From an optimization exercise on the open Yosys and OpenROAD flow, aimed at small area, a short achievable clock period and few clock cycles per item; shortcuts taken in it are not production practice.
In this exercise RTL edits were held to simulation tests only and were not proved equivalent to the original.

## flow/design.v (module list and top-level ports; edited modules follow where they fit)
// module isg_extract: 713 lines
// module isg_sched: 68 lines
// module csa_row: 640 lines
// module csa_mac: 368 lines
module isg_extract (
    input  wire        clk,
    input  wire        rst,         
    input  wire        cfg_we,
    input  wire [5:0]  cfg_addr,
    input  wire [5:0]  cfg_pos,
    input  wire [6:0]  npos,        
    input  wire [31:0] qstep,       
    input  wire        variant,     
    input  wire        in_valid,
    input  wire [7:0]  in_data,
    output wire        in_ready,
    output reg         done,
    output reg  [63:0] bits_out
);
  // ...
==> flow/run.sh <==
#!/bin/bash
# synth_recipe.tcl (not shown) runs the flow's synth.tcl, then flattens the netlist and writes it again
# the make line also repeats each setting of config.mk as NAME=value (left out here)
make -C /OpenROAD-flow-scripts/flow DESIGN_CONFIG=/design/flow/config.mk WORK_HOME=/design/flow/orfs CLKGATE_MAP_FILE= SYNTH_SCRIPT=/design/flow/synth_recipe.tcl finish
==> flow/config.mk <==
export PLATFORM = sky130hd
export DESIGN_NAME = isg_extract
export DESIGN_NICKNAME = isg_extract
export VERILOG_FILES = /design/flow/design.v
export SDC_FILE = /design/flow/constraint.sdc
export NUM_CORES = 4
export LEC_CHECK = 0
export ABC_AREA = 1
export CAP_MARGIN = 20
export CORE_MARGIN = 2
export CORE_UTILIZATION = 55
export PLACE_DENSITY = 0.7
export SLEW_MARGIN = 20
==> flow/constraint.sdc <==
create_clock -name core_clock -period 13.0 [get_ports {clk}]
set_input_delay 2.6000 -clock core_clock [delete_from_list [all_inputs] [get_ports {clk}]]
set_output_delay 2.6000 -clock core_clock [all_outputs]
set_load 0.01 [all_outputs]
==> results.cfg, run 1 <==
[critical_path]
path_common_cell = sky130_fd_sc_hd__fa_1
timing.setup.critical_path_class = register to register
worstReg2RegEnd = sa_3[8]$_DFF_P_
critical_path.slowest_cell = sky130_fd_sc_hd__clkinv_1

[clock_network]
insertion_delay_ps = 870
cts-root-to-sink-buffers = 3
hold_buffers = 0
cts_num_sinks = 2373
cts_tree = yes

[finish]
non_filler_cells_final = 13900
layout_cell_area_excl_fill_um2 = 121000
layout.non_clock_buffers = 206
registers_with_the_highest_flip_flop_counts = ringv x512, pos_tab x384, accv x308

[placement]
place_hpwl_mm = 232
finalWeightedCongestion = 0.996

[synthesis]
cell_taking_the_most_area_after_synthesis = sky130_fd_sc_hd__dfxtp_1
syn_inst = 11000
synth_area_leaders = sky130_fd_sc_hd__dfxtp_1, sky130_fd_sc_hd__edfxtp_1, sky130_fd_sc_hd__fa_1
synthDistinctLibCells = 77
synth-seq-area-share = 0.490

[routing]
detail_route.first_pass.iterations = 8
postRouteWirelength_mm = 310
routed-wl-met3_mm = 22.5

[hold_path]
timing.hold.worst_path_depth = 0

[die]
io_pins = 130
die_h_um = 449
design.die.area_um2 = 202000

[grt]
overflow = 0
grt_pass1_vias = 78700

[outcome]
run_status = no timing/DRC/antenna violations

[sta]
rsz0062_at_grt = no
Testbench counts, summed over its fixed seeds: cycles 26,064, items 320.
==> module isg_extract, before the edit <==
module isg_extract (
    input  wire        clk,
    input  wire        rst,         
    input  wire        cfg_we,
    input  wire [5:0]  cfg_addr,
    input  wire [5:0]  cfg_pos,
    input  wire [6:0]  npos,        
    input  wire [31:0] qstep,       
    input  wire        variant,     
    input  wire        in_valid,
    input  wire [7:0]  in_data,
    output wire        in_ready,
    output reg         done,
    output reg  [63:0] bits_out
);
    reg        cfg_we_r;
    reg [5:0]  cfg_addr_r, cfg_pos_r;
    reg [31:0] qstep_r;
    reg        variant_r;
    reg [6:0]  npos_r;
    reg [5:0]  pos_tab [0:63];
    always @(posedge clk) begin
        cfg_we_r   <= cfg_we;
        cfg_addr_r <= cfg_addr;
        cfg_pos_r  <= cfg_pos;
        qstep_r    <= qstep;
        variant_r  <= variant;
        npos_r     <= npos | {6'd0, (npos == 7'd0)};    
        if (cfg_we_r)
            pos_tab[cfg_addr_r] <= cfg_pos_r;
    end
    reg  [5:0] c;             
    reg  [5:0] ld_cnt;        
    reg        in_ready_r;
    reg        smp_v;
    reg  [7:0] smp_r;         
    assign in_ready = in_ready_r;
    wire accept = in_valid & in_ready_r;
    always @(posedge clk) begin
        smp_r <= {~in_data[7], in_data[6:0]};
        smp_v <= accept & ~rst;
    end
    reg  [511:0] ringv;
    wire [7:0]   ring63 = ringv[511:504];
    wire [7:0]   tail_in = smp_v ? smp_r : ring63;
    always @(posedge clk)
        ringv <= {ringv[503:0], tail_in};
    wire signed [7:0] s0 = ringv[55:48];
    wire signed [7:0] s1 = ringv[47:40];
    wire signed [7:0] s2 = ringv[39:32];
    wire signed [7:0] s3 = ringv[31:24];
    wire signed [7:0] s4 = ringv[23:16];
    wire signed [7:0] s5 = ringv[15:8];
    wire signed [7:0] s6 = ringv[7:0];
    wire signed [7:0] s7 = tail_in;
    wire signed [8:0] e0 = s0 + s7, e1 = s1 + s6, e2 = s2 + s5, e3 = s3 + s4;
    wire signed [8:0] o0 = s0 - s7, o1 = s1 - s6, o2 = s2 - s5, o3 = s3 - s4;
    reg signed [8:0]  f_e0, f_e1, f_e2, f_e3;
    reg signed [8:0]  f_o0, f_o1, f_o2, f_o3;
    reg [2:0]         f_x;
    always @(posedge clk) begin
        if (c[2:0] == 3'd7) begin
            f_e0 <= e0; f_e1 <= e1; f_e2 <= e2; f_e3 <= e3;
            f_o0 <= o0; f_o1 <= o1; f_o2 <= o2; f_o3 <= o3;
            f_x  <= c[5:3];
        end
    end
    wire       rev_load, rev_stream, rev_recirc, rev_tag;
    wire [2:0] rev_k;
    wire       nrev_load, nrev_stream, nrev_recirc, nrev_tag;
    wire [2:0] nrev_k;
    wire       stream_ok, rev_ok;
    wire [3:0] pleft;
    wire [2:0] knext;
    wire       ld_tag;
    wire [1:0] blk_out;       
    wire       ir_cur;
    reg        idle_d;
    reg [2:0]  meta_k;
    reg        meta_tag;
    reg        dbusy;
    reg [4:0]  dcnt;
    wire       any_pend;
    wire       last_res;
    reg        fast;
    wire idle_all  = (ld_cnt == 6'd0) && (blk_out == 2'd0);
    wire [3:0] ptot = ({1'b0, npos_r} + 8'd7) >> 3;
    wire quiet      = !rev_stream && !rev_recirc && !any_pend && !dbusy;
    wire thr        = fast || quiet || idle_all;
    localparam integer SW = 39;
    reg  [SW-14:0] st_r0, st_r1;
    reg            sel_r;
    wire [SW-14:0] st_rest = sel_r ? st_r1 : st_r0;
    assign {ld_tag, pleft, knext,
            nrev_load, nrev_stream, nrev_recirc, nrev_tag, nrev_k,
            rev_load, rev_stream, rev_recirc, rev_tag, rev_k,
            stream_ok, rev_ok, blk_out} = st_rest;
    assign ir_cur = in_ready_r;
    wire [SW-1:0] st_now = {c, ld_cnt, in_ready_r, st_rest};
    wire [SW-1:0] st_a0, st_a1;
    wire blk_a1;
    isg_sched u_s0 (.acc(1'b0), .st(st_now), .smp_v(smp_v), .ptot(ptot), .thr(thr),
                    .idle_all(idle_all), .last_res(last_res), .nx(st_a0), .blk_now());
    isg_sched u_s1 (.acc(1'b1), .st(st_now), .smp_v(smp_v), .ptot(ptot), .thr(thr),
                    .idle_all(idle_all), .last_res(last_res), .nx(st_a1), .blk_now(blk_a1));
    wire [SW-1:0] st_rst = {6'd63, 6'd0, 1'b1, 1'b0, 4'd0, 3'd0,
                            1'b1, 1'b1, 1'b0, 1'b0, 3'd0,
                            1'b0, 1'b0, 1'b0, 1'b0, 3'd0,
                            1'b0, 1'b0, 2'd0};
    always @(posedge clk) begin
        if (rst) begin
            st_r0 <= st_rst[SW-14:0]; st_r1 <= st_rst[SW-14:0]; sel_r <= 1'b0;
            in_ready_r <= 1'b1; c <= 6'd63; ld_cnt <= 6'd0;
        end else begin
            st_r0 <= st_a0[SW-14:0]; st_r1 <= st_a1[SW-14:0]; sel_r <= accept;
            {c, ld_cnt, in_ready_r} <= accept ? st_a1[SW-1:SW-13] : st_a0[SW-1:SW-13];
        end
    end
    always @(posedge clk) begin
        if (c[2:0] == 3'd6) begin
            meta_k <= rev_k; meta_tag <= rev_tag;
        end
    end
    wire [2:0] rd_j = c[2:0] + 3'd1;
    reg  [5:0] posr;
    reg  [2:0] r_j, r_k;
    reg        r_tag;
    always @(posedge clk) begin
        posr  <= pos_tab[{meta_k, rd_j}];
        r_j   <= rd_j;
        r_k   <= meta_k;
        r_tag <= meta_tag;
    end
    wire [2:0] q_v = posr[2:0];
    wire signed [9:0]  a0 = f_e0 + f_e3, a1 = f_e1 + f_e2, b0 = f_e0 - f_e3, b1 = f_e1 - f_e2;
    wire signed [10:0] dcs = a0 + a1, d4s = a0 - a1;
    reg signed [10:0] rx0;
    reg signed [9:0]  rx1;
    reg signed [8:0]  rx2, rx3;
    always @* begin
        if (q_v[0]) begin
            rx0 = f_o0; rx1 = f_o1; rx2 = f_o2; rx3 = f_o3;
        end else begin
            rx2 = 9'sd0; rx3 = 9'sd0;
            case (q_v[2:1])
                2'd0: begin rx0 = dcs; rx1 = 10'sd0; end
                2'd2: begin rx0 = d4s; rx1 = 10'sd0; end
                default: begin rx0 = b0; rx1 = b1; end
            endcase
        end
    end
  reg [15:0] rk0;
  always @* begin
    case (q_v)
      3'd0: rk0 = 16'h5a82;
      3'd1: rk0 = 16'h7d8a;
      3'd2: rk0 = 16'h7642;
      3'd3: rk0 = 16'h6a6e;
      3'd4: rk0 = 16'h5a82;
      3'd5: rk0 = 16'h471d;
      3'd6: rk0 = 16'h30fc;
      3'd7: rk0 = 16'h18f9;
      default: rk0 = 16'h0000;
    endcase
  end
  reg [15:0] p_rk0;
  always @(posedge clk) p_rk0 <= rk0;
  reg [15:0] rk1;
  always @* begin
    case (q_v)
      3'd0: rk1 = 16'h0000;
      3'd1: rk1 = 16'h6a6e;
      3'd2: rk1 = 16'h30fc;
      3'd3: rk1 = 16'he707;
      3'd4: rk1 = 16'h0000;
      3'd5: rk1 = 16'h8276;
      3'd6: rk1 = 16'h89be;
      3'd7: rk1 = 16'hb8e3;
      default: rk1 = 16'h0000;
    endcase
  end
  reg [15:0] p_rk1;
  always @(posedge clk) p_rk1 <= rk1;
  reg [15:0] rk2;
  always @* begin
    case (q_v)
      3'd0: rk2 = 16'h0000;
      3'd1: rk2 = 16'h471d;
      3'd2: rk2 = 16'h0000;
      3'd3: rk2 = 16'h8276;
      3'd4: rk2 = 16'h0000;
      3'd5: rk2 = 16'h18f9;
      3'd6: rk2 = 16'h0000;
      3'd7: rk2 = 16'h6a6e;
      default: rk2 = 16'h0000;
    endcase
  end
  reg [15:0] p_rk2;
  always @(posedge clk) p_rk2 <= rk2;
  reg [15:0] rk3;
  always @* begin
    case (q_v)
      3'd0: rk3 = 16'h0000;
      3'd1: rk3 = 16'h18f9;
      3'd2: rk3 = 16'h0000;
      3'd3: rk3 = 16'hb8e3;
      3'd4: rk3 = 16'h0000;
      3'd5: rk3 = 16'h6a6e;
      3'd6: rk3 = 16'h0000;
      3'd7: rk3 = 16'h8276;
      default: rk3 = 16'h0000;
    endcase
  end
  reg [15:0] p_rk3;
  always @(posedge clk) p_rk3 <= rk3;
  wire [12:0] xe0 = {{1{rx0[10]}}, rx0, 1'b0};
  reg rd0_0_one, rd0_0_two, rd0_0_neg;
  always @(posedge clk) begin
    rd0_0_one <= xe0[1] ^ xe0[0];
    rd0_0_two <= (xe0[2] & ~xe0[1] & ~xe0[0]) | (~xe0[2] & xe0[1] & xe0[0]);
    rd0_0_neg <= xe0[2] & ~(xe0[1] & xe0[0]);
  end
  reg rd0_1_one, rd0_1_two, rd0_1_neg;
  always @(posedge clk) begin
    rd0_1_one <= xe0[3] ^ xe0[2];
    rd0_1_two <= (xe0[4] & ~xe0[3] & ~xe0[2]) | (~xe0[4] & xe0[3] & xe0[2]);
    rd0_1_neg <= xe0[4] & ~(xe0[3] & xe0[2]);
  end
  reg rd0_2_one, rd0_2_two, rd0_2_neg;
  always @(posedge clk) begin
    rd0_2_one <= xe0[5] ^ xe0[4];
    rd0_2_two <= (xe0[6] & ~xe0[5] & ~xe0[4]) | (~xe0[6] & xe0[5] & xe0[4]);
    rd0_2_neg <= xe0[6] & ~(xe0[5] & xe0[4]);
  end
  reg rd0_3_one, rd0_3_two, rd0_3_neg;
  always @(posedge clk) begin
    rd0_3_one <= xe0[7] ^ xe0[6];
    rd0_3_two <= (xe0[8] & ~xe0[7] & ~xe0[6]) | (~xe0[8] & xe0[7] & xe0[6]);
    rd0_3_neg <= xe0[8] & ~(xe0[7] & xe0[6]);
  end
  reg rd0_4_one, rd0_4_two, rd0_4_neg;
  always @(posedge clk) begin
    rd0_4_one <= xe0[9] ^ xe0[8];
    rd0_4_two <= (xe0[10] & ~xe0[9] & ~xe0[8]) | (~xe0[10] & xe0[9] & xe0[8]);
    rd0_4_neg <= xe0[10] & ~(xe0[9] & xe0[8]);
  end
  reg rd0_5_one, rd0_5_two, rd0_5_neg;
  always @(posedge clk) begin
    rd0_5_one <= xe0[11] ^ xe0[10];
    rd0_5_two <= (xe0[12] & ~xe0[11] & ~xe0[10]) | (~xe0[12] & xe0[11] & xe0[10]);
    rd0_5_neg <= xe0[12] & ~(xe0[11] & xe0[10]);
  end
  wire [10:0] xe1 = {{0{rx1[9]}}, rx1, 1'b0};
  reg rd1_0_one, rd1_0_two, rd1_0_neg;
  always @(posedge clk) begin
    rd1_0_one <= xe1[1] ^ xe1[0];
    rd1_0_two <= (xe1[2] & ~xe1[1] & ~xe1[0]) | (~xe1[2] & xe1[1] & xe1[0]);
    rd1_0_neg <= xe1[2] & ~(xe1[1] & xe1[0]);
  end
  reg rd1_1_one, rd1_1_two, rd1_1_neg;
  always @(posedge clk) begin
    rd1_1_one <= xe1[3] ^ xe1[2];
    rd1_1_two <= (xe1[4] & ~xe1[3] & ~xe1[2]) | (~xe1[4] & xe1[3] & xe1[2]);
    rd1_1_neg <= xe1[4] & ~(xe1[3] & xe1[2]);
  end
  reg rd1_2_one, rd1_2_two, rd1_2_neg;
  always @(posedge clk) begin
    rd1_2_one <= xe1[5] ^ xe1[4];
    rd1_2_two <= (xe1[6] & ~xe1[5] & ~xe1[4]) | (~xe1[6] & xe1[5] & xe1[4]);
    rd1_2_neg <= xe1[6] & ~(xe1[5] & xe1[4]);
  end
  reg rd1_3_one, rd1_3_two, rd1_3_neg;
  always @(posedge clk) begin
    rd1_3_one <= xe1[7] ^ xe1[6];
    rd1_3_two <= (xe1[8] & ~xe1[7] & ~xe1[6]) | (~xe1[8] & xe1[7] & xe1[6]);
    rd1_3_neg <= xe1[8] & ~(xe1[7] & xe1[6]);
  end
  reg rd1_4_one, rd1_4_two, rd1_4_neg;
  always @(posedge clk) begin
    rd1_4_one <= xe1[9] ^ xe1[8];
    rd1_4_two <= (xe1[10] & ~xe1[9] & ~xe1[8]) | (~xe1[10] & xe1[9] & xe1[8]);
    rd1_4_neg <= xe1[10] & ~(xe1[9] & xe1[8]);
  end
  wire [10:0] xe2 = {{1{rx2[8]}}, rx2, 1'b0};
  reg rd2_0_one, rd2_0_two, rd2_0_neg;
  always @(posedge clk) begin
    rd2_0_one <= xe2[1] ^ xe2[0];
    rd2_0_two <= (xe2[2] & ~xe2[1] & ~xe2[0]) | (~xe2[2] & xe2[1] & xe2[0]);
    rd2_0_neg <= xe2[2] & ~(xe2[1] & xe2[0]);
  end
  reg rd2_1_one, rd2_1_two, rd2_1_neg;
  always @(posedge clk) begin
    rd2_1_one <= xe2[3] ^ xe2[2];
    rd2_1_two <= (xe2[4] & ~xe2[3] & ~xe2[2]) | (~xe2[4] & xe2[3] & xe2[2]);
    rd2_1_neg <= xe2[4] & ~(xe2[3] & xe2[2]);
  end
  reg rd2_2_one, rd2_2_two, rd2_2_neg;
  always @(posedge clk) begin
    rd2_2_one <= xe2[5] ^ xe2[4];
    rd2_2_two <= (xe2[6] & ~xe2[5] & ~xe2[4]) | (~xe2[6] & xe2[5] & xe2[4]);
    rd2_2_neg <= xe2[6] & ~(xe2[5] & xe2[4]);
  end
  reg rd2_3_one, rd2_3_two, rd2_3_neg;
  always @(posedge clk) begin
    rd2_3_one <= xe2[7] ^ xe2[6];
    rd2_3_two <= (xe2[8] & ~xe2[7] & ~xe2[6]) | (~xe2[8] & xe2[7] & xe2[6]);
    rd2_3_neg <= xe2[8] & ~(xe2[7] & xe2[6]);
  end
  reg rd2_4_one, rd2_4_two, rd2_4_neg;
  always @(posedge clk) begin
    rd2_4_one <= xe2[9] ^ xe2[8];
    rd2_4_two <= (xe2[10] & ~xe2[9] & ~xe2[8]) | (~xe2[10] & xe2[9] & xe2[8]);
    rd2_4_neg <= xe2[10] & ~(xe2[9] & xe2[8]);
  end
  wire [10:0] xe3 = {{1{rx3[8]}}, rx3, 1'b0};
  reg rd3_0_one, rd3_0_two, rd3_0_neg;
  always @(posedge clk) begin
    rd3_0_one <= xe3[1] ^ xe3[0];
    rd3_0_two <= (xe3[2] & ~xe3[1] & ~xe3[0]) | (~xe3[2] & xe3[1] & xe3[0]);
    rd3_0_neg <= xe3[2] & ~(xe3[1] & xe3[0]);
  end
  reg rd3_1_one, rd3_1_two, rd3_1_neg;
  always @(posedge clk) begin
    rd3_1_one <= xe3[3] ^ xe3[2];
    rd3_1_two <= (xe3[4] & ~xe3[3] & ~xe3[2]) | (~xe3[4] & xe3[3] & xe3[2]);
    rd3_1_neg <= xe3[4] & ~(xe3[3] & xe3[2]);
  end
  reg rd3_2_one, rd3_2_two, rd3_2_neg;
  always @(posedge clk) begin
    rd3_2_one <= xe3[5] ^ xe3[4];
    rd3_2_two <= (xe3[6] & ~xe3[5] & ~xe3[4]) | (~xe3[6] & xe3[5] & xe3[4]);
    rd3_2_neg <= xe3[6] & ~(xe3[5] & xe3[4]);
  end
  reg rd3_3_one, rd3_3_two, rd3_3_neg;
  always @(posedge clk) begin
    rd3_3_one <= xe3[7] ^ xe3[6];
    rd3_3_two <= (xe3[8] & ~xe3[7] & ~xe3[6]) | (~xe3[8] & xe3[7] & xe3[6]);
    rd3_3_neg <= xe3[8] & ~(xe3[7] & xe3[6]);
  end
  reg rd3_4_one, rd3_4_two, rd3_4_neg;
  always @(posedge clk) begin
    rd3_4_one <= xe3[9] ^ xe3[8];
    rd3_4_two <= (xe3[10] & ~xe3[9] & ~xe3[8]) | (~xe3[10] & xe3[9] & xe3[8]);
    rd3_4_neg <= xe3[10] & ~(xe3[9] & xe3[8]);
  end
    reg [2:0]  a_u, a_v, a_x, a_j, a_k;
    reg        a_tag;
    always @(posedge clk) begin
        a_u <= posr[5:3]; a_v <= posr[2:0]; a_x <= f_x; a_j <= r_j; a_k <= r_k; a_tag <= r_tag;
    end
    wire signed [16:0] rd0_0_k = {p_rk0[15], p_rk0};
  wire [16:0] rd0_0_m = ({17{rd0_0_one}} & rd0_0_k) | ({17{rd0_0_two}} & {rd0_0_k[15:0], 1'b0});
  wire [16:0] rd0_0_t = rd0_0_m ^ {17{rd0_0_neg}};
  wire [16:0] rd0_0_u = {~rd0_0_t[16], rd0_0_t[15:0]};
  wire signed [16:0] rd0_1_k = {p_rk0[15], p_rk0};
  wire [16:0] rd0_1_m = ({17{rd0_1_one}} & rd0_1_k) | ({17{rd0_1_two}} & {rd0_1_k[15:0], 1'b0});
  wire [16:0] rd0_1_t = rd0_1_m ^ {17{rd0_1_neg}};
  wire [16:0] rd0_1_u = {~rd0_1_t[16], rd0_1_t[15:0]};
  wire signed [16:0] rd0_2_k = {p_rk0[15], p_rk0};
  wire [16:0] rd0_2_m = ({17{rd0_2_one}} & rd0_2_k) | ({17{rd0_2_two}} & {rd0_2_k[15:0], 1'b0});
  wire [16:0] rd0_2_t = rd0_2_m ^ {17{rd0_2_neg}};
  wire [16:0] rd0_2_u = {~rd0_2_t[16], rd0_2_t[15:0]};
  wire signed [16:0] rd0_3_k = {p_rk0[15], p_rk0};
  wire [16:0] rd0_3_m = ({17{rd0_3_one}} & rd0_3_k) | ({17{rd0_3_two}} & {rd0_3_k[15:0], 1'b0});
  wire [16:0] rd0_3_t = rd0_3_m ^ {17{rd0_3_neg}};
  wire [16:0] rd0_3_u = {~rd0_3_t[16], rd0_3_t[15:0]};
  wire signed [16:0] rd0_4_k = {p_rk0[15], p_rk0};
  wire [16:0] rd0_4_m = ({17{rd0_4_one}} & rd0_4_k) | ({17{rd0_4_two}} & {rd0_4_k[15:0], 1'b0});
  wire [16:0] rd0_4_t = rd0_4_m ^ {17{rd0_4_neg}};
  wire [16:0] rd0_4_u = {~rd0_4_t[16], rd0_4_t[15:0]};
  wire signed [16:0] rd0_5_k = {p_rk0[15], p_rk0};
  wire [16:0] rd0_5_m = ({17{rd0_5_one}} & rd0_5_k) | ({17{rd0_5_two}} & {rd0_5_k[15:0], 1'b0});
  wire [16:0] rd0_5_t = rd0_5_m ^ {17{rd0_5_neg}};
  wire [16:0] rd0_5_u = {~rd0_5_t[16], rd0_5_t[15:0]};
  wire [10:0] rng0 = {rd0_5_neg, 1'b0, rd0_4_neg, 1'b0, rd0_3_neg, 1'b0, rd0_2_neg, 1'b0, rd0_1_neg, 1'b0, rd0_0_neg};
  wire signed [16:0] rd1_0_k = {p_rk1[15], p_rk1};
  wire [16:0] rd1_0_m = ({17{rd1_0_one}} & rd1_0_k) | ({17{rd1_0_two}} & {rd1_0_k[15:0], 1'b0});
  wire [16:0] rd1_0_t = rd1_0_m ^ {17{rd1_0_neg}};
  wire [16:0] rd1_0_u = {~rd1_0_t[16], rd1_0_t[15:0]};
  wire signed [16:0] rd1_1_k = {p_rk1[15], p_rk1};
  wire [16:0] rd1_1_m = ({17{rd1_1_one}} & rd1_1_k) | ({17{rd1_1_two}} & {rd1_1_k[15:0], 1'b0});
  wire [16:0] rd1_1_t = rd1_1_m ^ {17{rd1_1_neg}};
  wire [16:0] rd1_1_u = {~rd1_1_t[16], rd1_1_t[15:0]};
  wire signed [16:0] rd1_2_k = {p_rk1[15], p_rk1};
  wire [16:0] rd1_2_m = ({17{rd1_2_one}} & rd1_2_k) | ({17{rd1_2_two}} & {rd1_2_k[15:0], 1'b0});
  wire [16:0] rd1_2_t = rd1_2_m ^ {17{rd1_2_neg}};
  wire [16:0] rd1_2_u = {~rd1_2_t[16], rd1_2_t[15:0]};
  wire signed [16:0] rd1_3_k = {p_rk1[15], p_rk1};
  wire [16:0] rd1_3_m = ({17{rd1_3_one}} & rd1_3_k) | ({17{rd1_3_two}} & {rd1_3_k[15:0], 1'b0});
  wire [16:0] rd1_3_t = rd1_3_m ^ {17{rd1_3_neg}};
  wire [16:0] rd1_3_u = {~rd1_3_t[16], rd1_3_t[15:0]};
  wire signed [16:0] rd1_4_k = {p_rk1[15], p_rk1};
  wire [16:0] rd1_4_m = ({17{rd1_4_one}} & rd1_4_k) | ({17{rd1_4_two}} & {rd1_4_k[15:0], 1'b0});
  wire [16:0] rd1_4_t = rd1_4_m ^ {17{rd1_4_neg}};
  wire [16:0] rd1_4_u = {~rd1_4_t[16], rd1_4_t[15:0]};
  wire [8:0] rng1 = {rd1_4_neg, 1'b0, rd1_3_neg, 1'b0, rd1_2_neg, 1'b0, rd1_1_neg, 1'b0, rd1_0_neg};
  wire signed [16:0] rd2_0_k = {p_rk2[15], p_rk2};
  wire [16:0] rd2_0_m = ({17{rd2_0_one}} & rd2_0_k) | ({17{rd2_0_two}} & {rd2_0_k[15:0], 1'b0});
  wire [16:0] rd2_0_t = rd2_0_m ^ {17{rd2_0_neg}};
  wire [16:0] rd2_0_u = {~rd2_0_t[16], rd2_0_t[15:0]};
  wire signed [16:0] rd2_1_k = {p_rk2[15], p_rk2};
  wire [16:0] rd2_1_m = ({17{rd2_1_one}} & rd2_1_k) | ({17{rd2_1_two}} & {rd2_1_k[15:0], 1'b0});
  wire [16:0] rd2_1_t = rd2_1_m ^ {17{rd2_1_neg}};
  wire [16:0] rd2_1_u = {~rd2_1_t[16], rd2_1_t[15:0]};
  wire signed [16:0] rd2_2_k = {p_rk2[15], p_rk2};
  wire [16:0] rd2_2_m = ({17{rd2_2_one}} & rd2_2_k) | ({17{rd2_2_two}} & {rd2_2_k[15:0], 1'b0});
  wire [16:0] rd2_2_t = rd2_2_m ^ {17{rd2_2_neg}};
  wire [16:0] rd2_2_u = {~rd2_2_t[16], rd2_2_t[15:0]};
  wire signed [16:0] rd2_3_k = {p_rk2[15], p_rk2};
  wire [16:0] rd2_3_m = ({17{rd2_3_one}} & rd2_3_k) | ({17{rd2_3_two}} & {rd2_3_k[15:0], 1'b0});
  wire [16:0] rd2_3_t = rd2_3_m ^ {17{rd2_3_neg}};
  wire [16:0] rd2_3_u = {~rd2_3_t[16], rd2_3_t[15:0]};
  wire signed [16:0] rd2_4_k = {p_rk2[15], p_rk2};
  wire [16:0] rd2_4_m = ({17{rd2_4_one}} & rd2_4_k) | ({17{rd2_4_two}} & {rd2_4_k[15:0], 1'b0});
  wire [16:0] rd2_4_t = rd2_4_m ^ {17{rd2_4_neg}};
  wire [16:0] rd2_4_u = {~rd2_4_t[16], rd2_4_t[15:0]};
  wire [8:0] rng2 = {rd2_4_neg, 1'b0, rd2_3_neg, 1'b0, rd2_2_neg, 1'b0, rd2_1_neg, 1'b0, rd2_0_neg};
  wire signed [16:0] rd3_0_k = {p_rk3[15], p_rk3};
  wire [16:0] rd3_0_m = ({17{rd3_0_one}} & rd3_0_k) | ({17{rd3_0_two}} & {rd3_0_k[15:0], 1'b0});
  wire [16:0] rd3_0_t = rd3_0_m ^ {17{rd3_0_neg}};
  wire [16:0] rd3_0_u = {~rd3_0_t[16], rd3_0_t[15:0]};
  wire signed [16:0] rd3_1_k = {p_rk3[15], p_rk3};
  wire [16:0] rd3_1_m = ({17{rd3_1_one}} & rd3_1_k) | ({17{rd3_1_two}} & {rd3_1_k[15:0], 1'b0});
  wire [16:0] rd3_1_t = rd3_1_m ^ {17{rd3_1_neg}};
  wire [16:0] rd3_1_u = {~rd3_1_t[16], rd3_1_t[15:0]};
  wire signed [16:0] rd3_2_k = {p_rk3[15], p_rk3};
  wire [16:0] rd3_2_m = ({17{rd3_2_one}} & rd3_2_k) | ({17{rd3_2_two}} & {rd3_2_k[15:0], 1'b0});
  wire [16:0] rd3_2_t = rd3_2_m ^ {17{rd3_2_neg}};
  wire [16:0] rd3_2_u = {~rd3_2_t[16], rd3_2_t[15:0]};
  wire signed [16:0] rd3_3_k = {p_rk3[15], p_rk3};
  wire [16:0] rd3_3_m = ({17{rd3_3_one}} & rd3_3_k) | ({17{rd3_3_two}} & {rd3_3_k[15:0], 1'b0});
  wire [16:0] rd3_3_t = rd3_3_m ^ {17{rd3_3_neg}};
  wire [16:0] rd3_3_u = {~rd3_3_t[16], rd3_3_t[15:0]};
  wire signed [16:0] rd3_4_k = {p_rk3[15], p_rk3};
  wire [16:0] rd3_4_m = ({17{rd3_4_one}} & rd3_4_k) | ({17{rd3_4_two}} & {rd3_4_k[15:0], 1'b0});
  wire [16:0] rd3_4_t = rd3_4_m ^ {17{rd3_4_neg}};
  wire [16:0] rd3_4_u = {~rd3_4_t[16], rd3_4_t[15:0]};
  wire [8:0] rng3 = {rd3_4_neg, 1'b0, rd3_3_neg, 1'b0, rd3_2_neg, 1'b0, rd3_1_neg, 1'b0, rd3_0_neg};
  wire [25:0] ra_0, ra_1, ra_2, ra_3;
  csa_row u_csa_row (.rd0_0_u(rd0_0_u), .rd0_1_u(rd0_1_u), .rd0_2_u(rd0_2_u), .rd0_3_u(rd0_3_u), .rd0_4_u(rd0_4_u), .rd0_5_u(rd0_5_u), .rng0(rng0), .rd1_0_u(rd1_0_u), .rd1_1_u(rd1_1_u), .rd1_2_u(rd1_2_u), .rd1_3_u(rd1_3_u), .rd1_4_u(rd1_4_u), .rng1(rng1), .rd2_0_u(rd2_0_u), .rd2_1_u(rd2_1_u), .rd2_2_u(rd2_2_u), .rd2_3_u(rd2_3_u), .rd2_4_u(rd2_4_u), .rng2(rng2), .rd3_0_u(rd3_0_u), .rd3_1_u(rd3_1_u), .rd3_2_u(rd3_2_u), .rd3_3_u(rd3_3_u), .rd3_4_u(rd3_4_u), .rng3(rng3), .o0(ra_0), .o1(ra_1), .o2(ra_2), .o3(ra_3));
    reg [25:0] sa_0, sa_1, sa_2, sa_3;
    reg [2:0]  a2_u, a2_v, a2_x, a2_j, a2_k;
    reg        a2_tag;
    always @(posedge clk) begin
        sa_0 <= ra_0; sa_1 <= ra_1; sa_2 <= ra_2; sa_3 <= ra_3;
        a2_u <= a_u; a2_v <= a_v; a2_x <= a_x; a2_j <= a_j; a2_k <= a_k; a2_tag <= a_tag;
    end
    reg signed [25:0] b_r;
    reg [2:0]  b_u, b_v, b_x, b_j, b_k;
    reg        b_tag;
    always @(posedge clk) begin
        b_r <= sa_0 + sa_1 + sa_2 + sa_3;
        b_u <= a2_u; b_v <= a2_v; b_x <= a2_x; b_j <= a2_j; b_k <= a2_k; b_tag <= a2_tag;
    end
    reg [15:0] mk;
  always @* begin
    case ({b_u, b_x})
      6'o00: mk = 16'h5a82;
      6'o01: mk = 16'h5a82;
      6'o02: mk = 16'h5a82;
      6'o03: mk = 16'h5a82;
      6'o04: mk = 16'h5a82;
      6'o05: mk = 16'h5a82;
      6'o06: mk = 16'h5a82;
      6'o07: mk = 16'h5a82;
      6'o10: mk = 16'h7d8a;
      6'o11: mk = 16'h6a6e;
      6'o12: mk = 16'h471d;
      6'o13: mk = 16'h18f9;
      6'o14: mk = 16'he707;
      6'o15: mk = 16'hb8e3;
      6'o16: mk = 16'h9592;
      6'o17: mk = 16'h8276;
      6'o20: mk = 16'h7642;
      6'o21: mk = 16'h30fc;
      6'o22: mk = 16'hcf04;
      6'o23: mk = 16'h89be;
      6'o24: mk = 16'h89be;
      6'o25: mk = 16'hcf04;
      6'o26: mk = 16'h30fc;
      6'o27: mk = 16'h7642;
      6'o30: mk = 16'h6a6e;
      6'o31: mk = 16'he707;
      6'o32: mk = 16'h8276;
      6'o33: mk = 16'hb8e3;
      6'o34: mk = 16'h471d;
      6'o35: mk = 16'h7d8a;
      6'o36: mk = 16'h18f9;
      6'o37: mk = 16'h9592;
      6'o40: mk = 16'h5a82;
      6'o41: mk = 16'ha57e;
      6'o42: mk = 16'ha57e;
      6'o43: mk = 16'h5a82;
      6'o44: mk = 16'h5a82;
      6'o45: mk = 16'ha57e;
      6'o46: mk = 16'ha57e;
      6'o47: mk = 16'h5a82;
      6'o50: mk = 16'h471d;
      6'o51: mk = 16'h8276;
      6'o52: mk = 16'h18f9;
      6'o53: mk = 16'h6a6e;
      6'o54: mk = 16'h9592;
      6'o55: mk = 16'he707;
      6'o56: mk = 16'h7d8a;
      6'o57: mk = 16'hb8e3;
      6'o60: mk = 16'h30fc;
      6'o61: mk = 16'h89be;
      6'o62: mk = 16'h7642;
      6'o63: mk = 16'hcf04;
      6'o64: mk = 16'hcf04;
      6'o65: mk = 16'h7642;
      6'o66: mk = 16'h89be;
      6'o67: mk = 16'h30fc;
      6'o70: mk = 16'h18f9;
      6'o71: mk = 16'hb8e3;
      6'o72: mk = 16'h6a6e;
      6'o73: mk = 16'h8276;
      6'o74: mk = 16'h7d8a;
      6'o75: mk = 16'h9592;
      6'o76: mk = 16'h471d;
      6'o77: mk = 16'he707;
      default: mk = 16'h0000;
    endcase
  end
  wire signed [26:0] mb_x = b_r;
  wire mb_0_one = mk[0] ^ 1'b0;
  wire mb_0_two = (mk[1] & ~mk[0] & ~1'b0) | (~mk[1] & mk[0] & 1'b0);
  wire mb_0_neg = mk[1] & ~(mk[0] & 1'b0);
  wire [26:0] mb_0_m = ({27{mb_0_one}} & mb_x) | ({27{mb_0_two}} & {mb_x[25:0], 1'b0});
  wire [26:0] mb_0_t = mb_0_m ^ {27{mb_0_neg}};
  wire [26:0] mb_0_u = {~mb_0_t[26], mb_0_t[25:0]};
  wire mb_1_one = mk[2] ^ mk[1];
  wire mb_1_two = (mk[3] & ~mk[2] & ~mk[1]) | (~mk[3] & mk[2] & mk[1]);
  wire mb_1_neg = mk[3] & ~(mk[2] & mk[1]);
  wire [26:0] mb_1_m = ({27{mb_1_one}} & mb_x) | ({27{mb_1_two}} & {mb_x[25:0], 1'b0});
  wire [26:0] mb_1_t = mb_1_m ^ {27{mb_1_neg}};
  wire [26:0] mb_1_u = {~mb_1_t[26], mb_1_t[25:0]};
  wire mb_2_one = mk[4] ^ mk[3];
  wire mb_2_two = (mk[5] & ~mk[4] & ~mk[3]) | (~mk[5] & mk[4] & mk[3]);
  wire mb_2_neg = mk[5] & ~(mk[4] & mk[3]);
  wire [26:0] mb_2_m = ({27{mb_2_one}} & mb_x) | ({27{mb_2_two}} & {mb_x[25:0], 1'b0});
  wire [26:0] mb_2_t = mb_2_m ^ {27{mb_2_neg}};
  wire [26:0] mb_2_u = {~mb_2_t[26], mb_2_t[25:0]};
  wire mb_3_one = mk[6] ^ mk[5];
  wire mb_3_two = (mk[7] & ~mk[6] & ~mk[5]) | (~mk[7] & mk[6] & mk[5]);
  wire mb_3_neg = mk[7] & ~(mk[6] & mk[5]);
  wire [26:0] mb_3_m = ({27{mb_3_one}} & mb_x) | ({27{mb_3_two}} & {mb_x[25:0], 1'b0});
  wire [26:0] mb_3_t = mb_3_m ^ {27{mb_3_neg}};
  wire [26:0] mb_3_u = {~mb_3_t[26], mb_3_t[25:0]};
  wire mb_4_one = mk[8] ^ mk[7];
  wire mb_4_two = (mk[9] & ~mk[8] & ~mk[7]) | (~mk[9] & mk[8] & mk[7]);
  wire mb_4_neg = mk[9] & ~(mk[8] & mk[7]);
  wire [26:0] mb_4_m = ({27{mb_4_one}} & mb_x) | ({27{mb_4_two}} & {mb_x[25:0], 1'b0});
  wire [26:0] mb_4_t = mb_4_m ^ {27{mb_4_neg}};
  wire [26:0] mb_4_u = {~mb_4_t[26], mb_4_t[25:0]};
  wire mb_5_one = mk[10] ^ mk[9];
  wire mb_5_two = (mk[11] & ~mk[10] & ~mk[9]) | (~mk[11] & mk[10] & mk[9]);
  wire mb_5_neg = mk[11] & ~(mk[10] & mk[9]);
  wire [26:0] mb_5_m = ({27{mb_5_one}} & mb_x) | ({27{mb_5_two}} & {mb_x[25:0], 1'b0});
  wire [26:0] mb_5_t = mb_5_m ^ {27{mb_5_neg}};
  wire [26:0] mb_5_u = {~mb_5_t[26], mb_5_t[25:0]};
  wire mb_6_one = mk[12] ^ mk[11];
  wire mb_6_two = (mk[13] & ~mk[12] & ~mk[11]) | (~mk[13] & mk[12] & mk[11]);
  wire mb_6_neg = mk[13] & ~(mk[12] & mk[11]);
  wire [26:0] mb_6_m = ({27{mb_6_one}} & mb_x) | ({27{mb_6_two}} & {mb_x[25:0], 1'b0});
  wire [26:0] mb_6_t = mb_6_m ^ {27{mb_6_neg}};
  wire [26:0] mb_6_u = {~mb_6_t[26], mb_6_t[25:0]};
  wire mb_7_one = mk[14] ^ mk[13];
  wire mb_7_two = (mk[15] & ~mk[14] & ~mk[13]) | (~mk[15] & mk[14] & mk[13]);
  wire mb_7_neg = mk[15] & ~(mk[14] & mk[13]);
  wire [26:0] mb_7_m = ({27{mb_7_one}} & mb_x) | ({27{mb_7_two}} & {mb_x[25:0], 1'b0});
  wire [26:0] mb_7_t = mb_7_m ^ {27{mb_7_neg}};
  wire [26:0] mb_7_u = {~mb_7_t[26], mb_7_t[25:0]};
  wire [14:0] mb_ng = {mb_7_neg, 1'b0, mb_6_neg, 1'b0, mb_5_neg, 1'b0, mb_4_neg, 1'b0, mb_3_neg, 1'b0, mb_2_neg, 1'b0, mb_1_neg, 1'b0, mb_0_neg};
  wire [43:0] mc_s, mc_c;
  csa_mac u_csa_mac (.mb_0_u(mb_0_u), .mb_1_u(mb_1_u), .mb_2_u(mb_2_u), .mb_3_u(mb_3_u), .mb_4_u(mb_4_u), .mb_5_u(mb_5_u), .mb_6_u(mb_6_u), .mb_7_u(mb_7_u), .mb_ng(mb_ng), .s(mc_s), .c(mc_c));
    reg [43:0] m_s, m_c;
    reg [2:0]  m_x, m_j, m_k;
    reg        m_tag, m_dc, m_first;
    always @(posedge clk) begin
        m_s <= mc_s; m_c <= mc_c;
        m_x <= b_x; m_j <= b_j; m_k <= b_k; m_tag <= b_tag;
        m_dc <= (b_x == 3'd0) && (b_u == 3'd0) && (b_v == 3'd0);
        m_first <= (b_x == 3'd0);
    end
    reg  [307:0] accv;
    wire [43:0]  acc_head = accv[307:264];
    wire [43:0]  c_accin = (acc_head & {44{~m_first}}) | (44'd4397866188800 & {44{m_dc}});
    wire [43:0]  cs_x = c_accin ^ m_s ^ m_c;
    wire [43:0]  cs_y = {(c_accin[42:0] & m_s[42:0]) | (c_accin[42:0] & m_c[42:0]) | (m_s[42:0] & m_c[42:0]), 1'b0};
    wire [22:0]  zl_w = {1'b0, cs_x[21:0]} + {1'b0, cs_y[21:0]};
    reg  [21:0]  n_zl, n_xh, n_yh;
    reg          n_cy;
    reg  [2:0]   n_x, n_j, n_k;
    reg          n_tag;
    always @(posedge clk) begin
        n_zl <= zl_w[21:0]; n_cy <= zl_w[22];
        n_xh <= cs_x[43:22]; n_yh <= cs_y[43:22];
        n_x <= m_x; n_j <= m_j; n_k <= m_k; n_tag <= m_tag;
    end
    wire [43:0] z_new = {n_xh + n_yh + {21'd0, n_cy}, n_zl};
    always @(posedge clk)
        accv <= {accv[263:0], z_new};
    reg        h_v;
    reg [43:0] h_z;
    reg [5:0]  h_p;
    reg        h_tag;
    wire [6:0] c_p = {1'b0, n_k, n_j};
    always @(posedge clk) begin
        h_z   <= z_new;
        h_p   <= c_p[5:0];
        h_tag <= n_tag;
        h_v   <= ~rst & rev_ok & (n_x == 3'd7) & (c_p < npos_r);
    end
    wire [27:0] h_c = h_z[43:16] + {27'd0, h_z[15]};
    reg  [287:0] resv;
    wire [35:0]  res_head = resv[287:252];
    wire         head_pend = res_head[35];
    wire         head_tag  = res_head[34];
    wire [5:0]   head_p    = res_head[33:28];
    wire [27:0]  head_c    = res_head[27:0];
    reg          out_tag;
    wire         d_free = !dbusy || (dcnt == 5'd0);
    wire         take = d_free && head_pend && (head_tag == out_tag);
    wire [35:0]  res_in = h_v ? {1'b1, h_tag, h_p, h_c}
                              : {head_pend & ~take, res_head[34:0]};
    integer ri;
    reg [7:0] pend_bits;
    always @* begin
        for (ri = 0; ri < 8; ri = ri + 1)
            pend_bits[ri] = resv[36*ri + 35];
    end
    assign any_pend = |pend_bits;
    always @(posedge clk) begin
        if (rst)
            resv <= {resv[251:0], 36'd0} & ~{8{36'h800000000}};
        else
            resv <= {resv[251:0], res_in};
    end
    reg [31:0] qn;
    reg [4:0]  s_norm;
    always @(posedge clk) begin
        idle_d <= idle_all;
        if (idle_all || idle_d) begin
            qn <= qstep_r; s_norm <= 5'd0;
        end else if (qn[31:30] == 2'b00 && qn != 32'd0) begin
            qn <= {qn[29:0], 2'b00}; s_norm <= s_norm + 5'd2;
        end
        fast <= variant_r || ((qn[31:30] != 2'b00 || qn == 32'd0) && s_norm <= 5'd12);
    end
    reg [34:0] dv3;
    reg [3:0]  dsteps;
    always @(posedge clk) begin
        dv3 <= {qn, 1'b0} + {qn, 2'b00};
        dsteps <= s_norm[4:1];
    end
    reg [33:0] drem;
    reg        dneg, dq, dpbit;
    reg [5:0]  dp;
    wire [33:0] n_c2  = {{5{head_c[27]}}, head_c, 1'b0};
    wire [33:0] n_val = n_c2 + {2'b00, qstep_r};
    wire [33:0] n_neg = ~n_c2 + ~{2'b00, qstep_r} + 34'd2;
    wire [33:0] n_abs = n_val[33] ? n_neg : n_val;
    wire [36:0] r4  = {1'b0, drem, 2'b00};
    wire [36:0] t1  = r4 - {4'b0000, qn, 1'b0};
    wire [36:0] t2  = r4 - {3'b000, qn, 2'b00};
    wire [36:0] t3  = r4 - {2'b00, dv3};
    wire ge1 = ~t1[36], ge2 = ~t2[36], ge3 = ~t3[36];
    wire [33:0] rnext = ge3 ? t3[33:0] : ge2 ? t2[33:0] : ge1 ? t1[33:0] : r4[33:0];
    wire        qodd  = ge3 | (ge1 & ~ge2);
    wire        wr  = dbusy && (dcnt == 5'd0);
    wire        res_bit = variant_r ? dpbit : (dq ^ (dneg & (drem != 34'd0)));
    reg [6:0] res_cnt;
    reg       done_pre;
    assign last_res = wr && ({res_cnt + 7'd1} == npos_r);
    always @(posedge clk) begin
        if (rst) begin
            dbusy <= 1'b0; dcnt <= 5'd0;
        end else if (take) begin
            dbusy <= 1'b1;
            drem  <= n_abs;
            dneg  <= n_val[33];
            dq    <= 1'b0;
            dpbit <= head_c[16] ^ head_c[15];
            dp    <= head_p;
            dcnt  <= variant_r ? 5'd0 : {1'b0, dsteps};
        end else if (wr) begin
            dbusy <= 1'b0;
        end else if (dbusy) begin
            drem <= rnext; dq <= qodd; dcnt <= dcnt - 5'd1;
        end
    end
    integer bi;
    always @(posedge clk) begin
        if (rst) begin
            done <= 1'b0; done_pre <= 1'b0; res_cnt <= 7'd0; out_tag <= 1'b0;
        end else begin
            done_pre <= last_res;
            done <= done_pre;
            if (last_res) begin
                res_cnt <= 7'd0; out_tag <= ~out_tag;
            end else if (wr) begin
                res_cnt <= res_cnt + 7'd1;
            end
        end
        for (bi = 0; bi < 64; bi = bi + 1) begin
            if (wr && dp == bi[5:0])
                bits_out[bi] <= res_bit;
            else if (idle_all && !done_pre)
                bits_out[bi] <= 1'b0;
        end
    end
endmodule
==> inputs of run 2 (changes only) <==
--- a/flow/design.v
+++ b/flow/design.v
@@ -26,5 +26,5 @@
         qstep_r    <= qstep;
         variant_r  <= variant;
-        npos_r     <= npos | {6'd0, (npos == 7'd0)};    
+        npos_r     <= npos;
         if (cfg_we_r)
             pos_tab[cfg_addr_r] <= cfg_pos_r;
@@ -36,5 +36,6 @@
     reg  [7:0] smp_r;         
     assign in_ready = in_ready_r;
-    wire accept = in_valid & in_ready_r;
+    wire ir_cur;               
+    wire accept = in_valid & ir_cur;
     always @(posedge clk) begin
         smp_r <= {~in_data[7], in_data[6:0]};
@@ -60,5 +61,5 @@
     reg [2:0]         f_x;
     always @(posedge clk) begin
-        if (c[2:0] == 3'd7) begin
+        if (fen) begin
             f_e0 <= e0; f_e1 <= e1; f_e2 <= e2; f_e3 <= e3;
             f_o0 <= o0; f_o1 <= o1; f_o2 <= o2; f_o3 <= o3;
@@ -75,5 +76,4 @@
     wire       ld_tag;
     wire [1:0] blk_out;       
-    wire       ir_cur;
     reg        idle_d;
     reg [2:0]  meta_k;
@@ -89,13 +89,12 @@
     wire thr        = fast || quiet || idle_all;
     localparam integer SW = 39;
-    reg  [SW-14:0] st_r0, st_r1;
+    reg  [SW-13:0] st_r0, st_r1;
     reg            sel_r;
-    wire [SW-14:0] st_rest = sel_r ? st_r1 : st_r0;
-    assign {ld_tag, pleft, knext,
+    wire [SW-13:0] st_rest = sel_r ? st_r1 : st_r0;
+    assign {ir_cur, ld_tag, pleft, knext,
             nrev_load, nrev_stream, nrev_recirc, nrev_tag, nrev_k,
             rev_load, rev_stream, rev_recirc, rev_tag, rev_k,
             stream_ok, rev_ok, blk_out} = st_rest;
-    assign ir_cur = in_ready_r;
-    wire [SW-1:0] st_now = {c, ld_cnt, in_ready_r, st_rest};
+    wire [SW-1:0] st_now = {c, ld_cnt, st_rest};
     wire [SW-1:0] st_a0, st_a1;
     wire blk_a1;
@@ -108,19 +107,27 @@
                             1'b0, 1'b0, 1'b0, 1'b0, 3'd0,
                             1'b0, 1'b0, 2'd0};
+    wire [5:0] c_nx = rst ? 6'd63 : (accept ? st_a1[SW-1:SW-6] : st_a0[SW-1:SW-6]);
+    reg        fen, men;
+    reg  [2:0] jr;
+    always @(posedge clk) begin
+        fen <= (c_nx[2:0] == 3'd7);
+        men <= (c_nx[2:0] == 3'd6);
+        jr  <= c_nx[2:0] + 3'd1;
+    end
     always @(posedge clk) begin
         if (rst) begin
-            st_r0 <= st_rst[SW-14:0]; st_r1 <= st_rst[SW-14:0]; sel_r <= 1'b0;
+            st_r0 <= st_rst[SW-13:0]; st_r1 <= st_rst[SW-13:0]; sel_r <= 1'b0;
             in_ready_r <= 1'b1; c <= 6'd63; ld_cnt <= 6'd0;
         end else begin
-            st_r0 <= st_a0[SW-14:0]; st_r1 <= st_a1[SW-14:0]; sel_r <= accept;
+            st_r0 <= st_a0[SW-13:0]; st_r1 <= st_a1[SW-13:0]; sel_r <= accept;
             {c, ld_cnt, in_ready_r} <= accept ? st_a1[SW-1:SW-13] : st_a0[SW-1:SW-13];
         end
     end
     always @(posedge clk) begin
-        if (c[2:0] == 3'd6) begin
+        if (men) begin
             meta_k <= rev_k; meta_tag <= rev_tag;
         end
     end
-    wire [2:0] rd_j = c[2:0] + 3'd1;
+    wire [2:0] rd_j = jr;
     reg  [5:0] posr;
     reg  [2:0] r_j, r_k;
@@ -455,5 +462,5 @@
     reg [15:0] mk;
   always @* begin
-    case ({b_u, b_x})
+    case ({a2_u, a2_x})
       6'o00: mk = 16'h5a82;
       6'o01: mk = 16'h5a82;
@@ -523,50 +530,66 @@
     endcase
   end
+  wire mb_0_one_d = mk[0] ^ 1'b0;
+  wire mb_0_two_d = (mk[1] & ~mk[0] & ~1'b0) | (~mk[1] & mk[0] & 1'b0);
+  wire mb_0_neg_d = mk[1] & ~(mk[0] & 1'b0);
+  reg mb_0_one, mb_0_two, mb_0_neg;
+  always @(posedge clk) begin mb_0_one <= mb_0_one_d; mb_0_two <= mb_0_two_d; mb_0_neg <= mb_0_neg_d; end
+  wire mb_1_one_d = mk[2] ^ mk[1];
+  wire mb_1_two_d = (mk[3] & ~mk[2] & ~mk[1]) | (~mk[3] & mk[2] & mk[1]);
+  wire mb_1_neg_d = mk[3] & ~(mk[2] & mk[1]);
+  reg mb_1_one, mb_1_two, mb_1_neg;
+  always @(posedge clk) begin mb_1_one <= mb_1_one_d; mb_1_two <= mb_1_two_d; mb_1_neg <= mb_1_neg_d; end
+  wire mb_2_one_d = mk[4] ^ mk[3];
+  wire mb_2_two_d = (mk[5] & ~mk[4] & ~mk[3]) | (~mk[5] & mk[4] & mk[3]);
+  wire mb_2_neg_d = mk[5] & ~(mk[4] & mk[3]);
+  reg mb_2_one, mb_2_two, mb_2_neg;
+  always @(posedge clk) begin mb_2_one <= mb_2_one_d; mb_2_two <= mb_2_two_d; mb_2_neg <= mb_2_neg_d; end
+  wire mb_3_one_d = mk[6] ^ mk[5];
+  wire mb_3_two_d = (mk[7] & ~mk[6] & ~mk[5]) | (~mk[7] & mk[6] & mk[5]);
+  wire mb_3_neg_d = mk[7] & ~(mk[6] & mk[5]);
+  reg mb_3_one, mb_3_two, mb_3_neg;
+  always @(posedge clk) begin mb_3_one <= mb_3_one_d; mb_3_two <= mb_3_two_d; mb_3_neg <= mb_3_neg_d; end
+  wire mb_4_one_d = mk[8] ^ mk[7];
+  wire mb_4_two_d = (mk[9] & ~mk[8] & ~mk[7]) | (~mk[9] & mk[8] & mk[7]);
+  wire mb_4_neg_d = mk[9] & ~(mk[8] & mk[7]);
+  reg mb_4_one, mb_4_two, mb_4_neg;
+  always @(posedge clk) begin mb_4_one <= mb_4_one_d; mb_4_two <= mb_4_two_d; mb_4_neg <= mb_4_neg_d; end
+  wire mb_5_one_d = mk[10] ^ mk[9];
+  wire mb_5_two_d = (mk[11] & ~mk[10] & ~mk[9]) | (~mk[11] & mk[10] & mk[9]);
+  wire mb_5_neg_d = mk[11] & ~(mk[10] & mk[9]);
+  reg mb_5_one, mb_5_two, mb_5_neg;
+  always @(posedge clk) begin mb_5_one <= mb_5_one_d; mb_5_two <= mb_5_two_d; mb_5_neg <= mb_5_neg_d; end
+  wire mb_6_one_d = mk[12] ^ mk[11];
+  wire mb_6_two_d = (mk[13] & ~mk[12] & ~mk[11]) | (~mk[13] & mk[12] & mk[11]);
+  wire mb_6_neg_d = mk[13] & ~(mk[12] & mk[11]);
+  reg mb_6_one, mb_6_two, mb_6_neg;
+  always @(posedge clk) begin mb_6_one <= mb_6_one_d; mb_6_two <= mb_6_two_d; mb_6_neg <= mb_6_neg_d; end
+  wire mb_7_one_d = mk[14] ^ mk[13];
+  wire mb_7_two_d = (mk[15] & ~mk[14] & ~mk[13]) | (~mk[15] & mk[14] & mk[13]);
+  wire mb_7_neg_d = mk[15] & ~(mk[14] & mk[13]);
+  reg mb_7_one, mb_7_two, mb_7_neg;
+  always @(posedge clk) begin mb_7_one <= mb_7_one_d; mb_7_two <= mb_7_two_d; mb_7_neg <= mb_7_neg_d; end
   wire signed [26:0] mb_x = b_r;
-  wire mb_0_one = mk[0] ^ 1'b0;
-  wire mb_0_two = (mk[1] & ~mk[0] & ~1'b0) | (~mk[1] & mk[0] & 1'b0);
-  wire mb_0_neg = mk[1] & ~(mk[0] & 1'b0);
   wire [26:0] mb_0_m = ({27{mb_0_one}} & mb_x) | ({27{mb_0_two}} & {mb_x[25:0], 1'b0});
   wire [26:0] mb_0_t = mb_0_m ^ {27{mb_0_neg}};
   wire [26:0] mb_0_u = {~mb_0_t[26], mb_0_t[25:0]};
-  wire mb_1_one = mk[2] ^ mk[1];
-  wire mb_1_two = (mk[3] & ~mk[2] & ~mk[1]) | (~mk[3] & mk[2] & mk[1]);
-  wire mb_1_neg = mk[3] & ~(mk[2] & mk[1]);
   wire [26:0] mb_1_m = ({27{mb_1_one}} & mb_x) | ({27{mb_1_two}} & {mb_x[25:0], 1'b0});
   wire [26:0] mb_1_t = mb_1_m ^ {27{mb_1_neg}};
   wire [26:0] mb_1_u = {~mb_1_t[26], mb_1_t[25:0]};
-  wire mb_2_one = mk[4] ^ mk[3];
-  wire mb_2_two = (mk[5] & ~mk[4] & ~mk[3]) | (~mk[5] & mk[4] & mk[3]);
-  wire mb_2_neg = mk[5] & ~(mk[4] & mk[3]);
   wire [26:0] mb_2_m = ({27{mb_2_one}} & mb_x) | ({27{mb_2_two}} & {mb_x[25:0], 1'b0});
   wire [26:0] mb_2_t = mb_2_m ^ {27{mb_2_neg}};
   wire [26:0] mb_2_u = {~mb_2_t[26], mb_2_t[25:0]};
-  wire mb_3_one = mk[6] ^ mk[5];
-  wire mb_3_two = (mk[7] & ~mk[6] & ~mk[5]) | (~mk[7] & mk[6] & mk[5]);
-  wire mb_3_neg = mk[7] & ~(mk[6] & mk[5]);
   wire [26:0] mb_3_m = ({27{mb_3_one}} & mb_x) | ({27{mb_3_two}} & {mb_x[25:0], 1'b0});
   wire [26:0] mb_3_t = mb_3_m ^ {27{mb_3_neg}};
   wire [26:0] mb_3_u = {~mb_3_t[26], mb_3_t[25:0]};
-  wire mb_4_one = mk[8] ^ mk[7];
-  wire mb_4_two = (mk[9] & ~mk[8] & ~mk[7]) | (~mk[9] & mk[8] & mk[7]);
-  wire mb_4_neg = mk[9] & ~(mk[8] & mk[7]);
   wire [26:0] mb_4_m = ({27{mb_4_one}} & mb_x) | ({27{mb_4_two}} & {mb_x[25:0], 1'b0});
   wire [26:0] mb_4_t = mb_4_m ^ {27{mb_4_neg}};
   wire [26:0] mb_4_u = {~mb_4_t[26], mb_4_t[25:0]};
-  wire mb_5_one = mk[10] ^ mk[9];
-  wire mb_5_two = (mk[11] & ~mk[10] & ~mk[9]) | (~mk[11] & mk[10] & mk[9]);
-  wire mb_5_neg = mk[11] & ~(mk[10] & mk[9]);
   wire [26:0] mb_5_m = ({27{mb_5_one}} & mb_x) | ({27{mb_5_two}} & {mb_x[25:0], 1'b0});
   wire [26:0] mb_5_t = mb_5_m ^ {27{mb_5_neg}};
   wire [26:0] mb_5_u = {~mb_5_t[26], mb_5_t[25:0]};
-  wire mb_6_one = mk[12] ^ mk[11];
-  wire mb_6_two = (mk[13] & ~mk[12] & ~mk[11]) | (~mk[13] & mk[12] & mk[11]);
-  wire mb_6_neg = mk[13] & ~(mk[12] & mk[11]);
   wire [26:0] mb_6_m = ({27{mb_6_one}} & mb_x) | ({27{mb_6_two}} & {mb_x[25:0], 1'b0});
   wire [26:0] mb_6_t = mb_6_m ^ {27{mb_6_neg}};
   wire [26:0] mb_6_u = {~mb_6_t[26], mb_6_t[25:0]};
-  wire mb_7_one = mk[14] ^ mk[13];
-  wire mb_7_two = (mk[15] & ~mk[14] & ~mk[13]) | (~mk[15] & mk[14] & mk[13]);
-  wire mb_7_neg = mk[15] & ~(mk[14] & mk[13]);
   wire [26:0] mb_7_m = ({27{mb_7_one}} & mb_x) | ({27{mb_7_two}} & {mb_x[25:0], 1'b0});
   wire [26:0] mb_7_t = mb_7_m ^ {27{mb_7_neg}};
@@ -622,7 +645,7 @@
     reg          out_tag;
     wire         d_free = !dbusy || (dcnt == 5'd0);
-    wire         take = d_free && head_pend && (head_tag == out_tag);
+    wire         take = d_free && head_pend && (head_tag == out_tag) && !rst;
     wire [35:0]  res_in = h_v ? {1'b1, h_tag, h_p, h_c}
-                              : {head_pend & ~take, res_head[34:0]};
+                              : {head_pend & ~take & ~rst, res_head[34:0]};
     integer ri;
     reg [7:0] pend_bits;
==> run 2 against run 1 <==
  * Still clean
  * Register-to-register slack improved by 220 ps
  * Final cell count increased by 2.0%
  * Flip-flop and latch count increased by 31
  * First-iteration DRC count increased by 1.2%
  * Count of clock-buffer cells in the layout is 22 lower
  * Area after synthesis up 1.5%
  * Hold slack got worse by 5.7 ps
  * Critical path type unchanged
  * Critical endpoint is now n_zl[19]$_DFF_P_
  * Highest routed layer unchanged
==> results.cfg, run 2 <==
[grt]
antenna_found_initial = 9
overflow = 0
grt_max_degree = 192
groute.usage.overall = 0.311
grt_first_pass_wirelength_mm = 482
grt_pass1_vias = 78700

[synthesis]
synth_async_sr_flop_share = 0
synth.top_cell.area_share = 0.326
yosys.area_share.simple = 0.112
most_frequent_cells_after_synthesis = sky130_fd_sc_hd__dfxtp_1, sky130_fd_sc_hd__inv_1, sky130_fd_sc_hd__nand2_1, sky130_fd_sc_hd__nor2_1, sky130_fd_sc_hd__xor2_1
synthesis.nets = 12400
syn_inst = 11300
multiplexer_fraction_of_the_synthesized_cell_area = 0.00114
synth-seq-area-share = 0.489
yosys_register_bits = 2404
synthesis.yosys.warnings = 2
synthDistinctLibCells = 78
post-synth-top-count-cell = sky130_fd_sc_hd__dfxtp_1
xor_and_xnor_area_share_after_synthesis = 0.0689
synth_enable_flop_cells = 598
avgSynthCellArea_um2 = 9.80
post_synth_instance_area_um2 = 111000
post_synth_fa_ha_maj_area_fraction = 0.157
combinational_family_with_the_most_area_after_synthesis = adder cells
cell_taking_the_most_area_after_synthesis = sky130_fd_sc_hd__dfxtp_1
post_synthesis_compound_gate_area_fraction = 0.105
synth_ff_type = sky130_fd_sc_hd__dfxtp_1
synth_area_leaders = sky130_fd_sc_hd__dfxtp_1, sky130_fd_sc_hd__edfxtp_1, sky130_fd_sc_hd__fa_1

[clock_network]
cts_tree = yes
insertion_delay_ps = 880
clkSlewWorstSetupHoldPaths_ps = 70
cts_num_sinks = 2404
clk_root_buffer_cell = sky130_fd_sc_hd__clkbuf_16
cts-root-to-sink-buffers = 3
cts_resized = 0
post_cts_buffers = 0
htree_num_levels = 4
hold_buffers = 0
numCtsBuffers = 226

[finish]
mostFrequentLayoutCell = sky130_fd_sc_hd__dfxtp_1
largest-register = ringv
drive_above_1_share = 0.0555
area_overhead_of_the_layout_relative_to_synthesis_pct = 10.7
postLayoutCoreUtil = 0.613
largest_reg_flops = 512
final_nets = 12500
layout.cells.most_common_list = sky130_fd_sc_hd__dfxtp_1, sky130_fd_sc_hd__inv_1, sky130_fd_sc_hd__nand2_1
registers_with_the_highest_flip_flop_counts = ringv x512, pos_tab x384, accv x308

[sta]
clock_tree_skew_after_final_layout_ps = 62.1
rsz0062_at_grt = no
finalWorstPathRequiredPeriod_ps = 4620
finalCritPeriodShare = 0.355
timing.final.setup_violations = 0
timing.fmax_mhz = 216
postLayoutSetupSlackWorst_ps = 8380
finalHoldViolations = 0
fin_setup_tns_ps = 0
report.final.slew_viol_count = 0
slew_headroom = 0.257
fin_hold_ws_ps = 282
worstMarginPinSlew_ps = 1110

[die]
io_pins = 130
rows = 164
die_h_um = 453
design.die.area_um2 = 205000
floorplan_core_area_um2 = 200000
start_util = 0.554
floorplan.die.width_um = 453

[critical_path]
ff2ff_setup_slack_ps = 8380
worstPathRequired_ps = 13730
cp-end-kind = register
timing.critical_path.fanout_max = 23
worstReg2RegEnd = n_zl[19]$_DFF_P_
critPathArrivalTime_ps = 5350
worst_r2r_path_depth = 15
worstReg2RegStart = m_first$_DFF_P_
timing.setup.critical_path_class = register to register
crit_path_start_kind = register

[hold_path]
min_delay_worst_endpoint = resv[193]$_DFF_P_
worstHoldPathType = register to register
hp-start = resv[157]$_DFF_P_
timing.hold.worst_path_depth = 0

[routing]
detail_route.first_pass.iterations = 6
detail_route.vias_per_cell = 5.56
wl_per_cell_um = 22.6
drc = 0
postRouteWirelength_mm = 322
via_count = 79100
drt_iter0_drc = 7720
postRouteAntennaNets = 0

[placement]
finalWeightedCongestion = 1.01
pre_cts_ws_ps = 8060
place_hpwl_mm = 244
buffer_ports.inserted = 129

[job]
maxCapViolations = 0

[outcome]
run_status = no timing/DRC/antenna violations
-- run 2: how the worst max path moves through the flow --
stage / endpoint / start / slack [ps] / cells past startpoint
after global routing: n_zl[19]$_DFF_P_ / m_first$_DFF_P_ / 8050 / 15
after global placement: out_tag$_SDFFE_PP0P_ / rst / 8110 / 7
after CTS: n_zl[19]$_DFF_P_ / m_first$_DFF_P_ / 8460 / 15
after floorplan: dq$_SDFFCE_PP0P_ / rst / 8150 / 3
final: n_zl[19]$_DFF_P_ / m_first$_DFF_P_ / 8380 / 15
after detailed placement: out_tag$_SDFFE_PP0P_ / rst / 8060 / 7
-- run 2: final cells by class --
class | instances | area, um2
Fill cell | 16600 | 77300
Sequential cell | 2404 | 54100
Multi-Input combinational cell | 6961 | 49300
Clock buffer | 291 | 6330
Inverter | 1570 | 5900
Tap cell | 2656 | 3320
Timing Repair Buffer | 189 | 1820
Clock inverter | 137 | 1720
Antenna cell | 11 | 27.5
-- run 2: per-stage QoR --
step,instance area (um2),instances
after global routing,123000,14200
after global placement,114000,13800
after detailed placement,114000,13800
after floorplan,111000,11300
after CTS,123000,14200
final,123000,14200
-- run 2: worst max-delay path, stage by stage, from the launching register on --
cell,delay [ps]
sky130_fd_sc_hd__dfxtp_1,970
sky130_fd_sc_hd__inv_1,730
sky130_fd_sc_hd__nand2_1,260
sky130_fd_sc_hd__fa_1,210
sky130_fd_sc_hd__inv_1,100
sky130_fd_sc_hd__ha_1,240
sky130_fd_sc_hd__fa_1,470
sky130_fd_sc_hd__nand3_1,100
sky130_fd_sc_hd__nand2_1,130
sky130_fd_sc_hd__a21oi_1,220
sky130_fd_sc_hd__o21ai_0,200
sky130_fd_sc_hd__a21oi_1,370
sky130_fd_sc_hd__o21bai_1,170
sky130_fd_sc_hd__nand3_1,100
sky130_fd_sc_hd__nand2_1,60
sky130_fd_sc_hd__xor2_1,140
-- run 2: cells by family (layout without fill, tap and decap cells) --
kind of cell             after synthesis  count (layout)
flip-flops                          2404            2404
XOR/XNOR                             869             869
multiplexers                          12              12
buffers and inverters               1938            2187
AND/OR/NAND/NOR                     2968            2968
AO/OA/AOI/OAI                       2030            2030
adder cells (fa/ha/maj)             1082            1082
other                                  0              11
-- run 2: routing by layer --
| layer | GRT usage | wire length (um) |
|---|---|---|
| met3 | 0.0467 | 22600 |
| met5 | 0 | 27 |
| met2 | 0.497 | 147000 |
| met4 | 0.113 | 12700 |
| met1 | 0.429 | 139000 |
Testbench counts of run 2, summed over its fixed seeds: cycles 26,064, items 320.

separate check: timing with driven ports:
How much do the figures lean on ideal ports? The routed layouts below were timed once more, with nothing changed but the port constraints. Step 1: set_driving_cell puts a clkbuf_16 on clk and a buf_2 on each other input, an assumption about the parent block. Step 2 moves the port delays by t, midway between the first and last clock arrival at a register: inputs arrive t later, outputs are due t later. That takes back most of the time a late clock gives input paths. a / b / c = ideal / step 1 / step 2; a / b = the first two.
run | shift t [ns] | setup WS [ns] | worst setup path at the end | slew at the worst register clock pin (ns)
run 1 | 0.932 | 8.161 / 8.161 / 8.161 | register to register | 0.07 / 0.07
run 2 | 0.948 | 8.379 / 8.379 / 8.042 | input to register | 0.08 / 0.08
After both steps setup and hold are still met in every run listed. For run 2, which loses most, drivers alone change the setup slack by 0.000 ns; drivers and shift together by -0.337 ns.
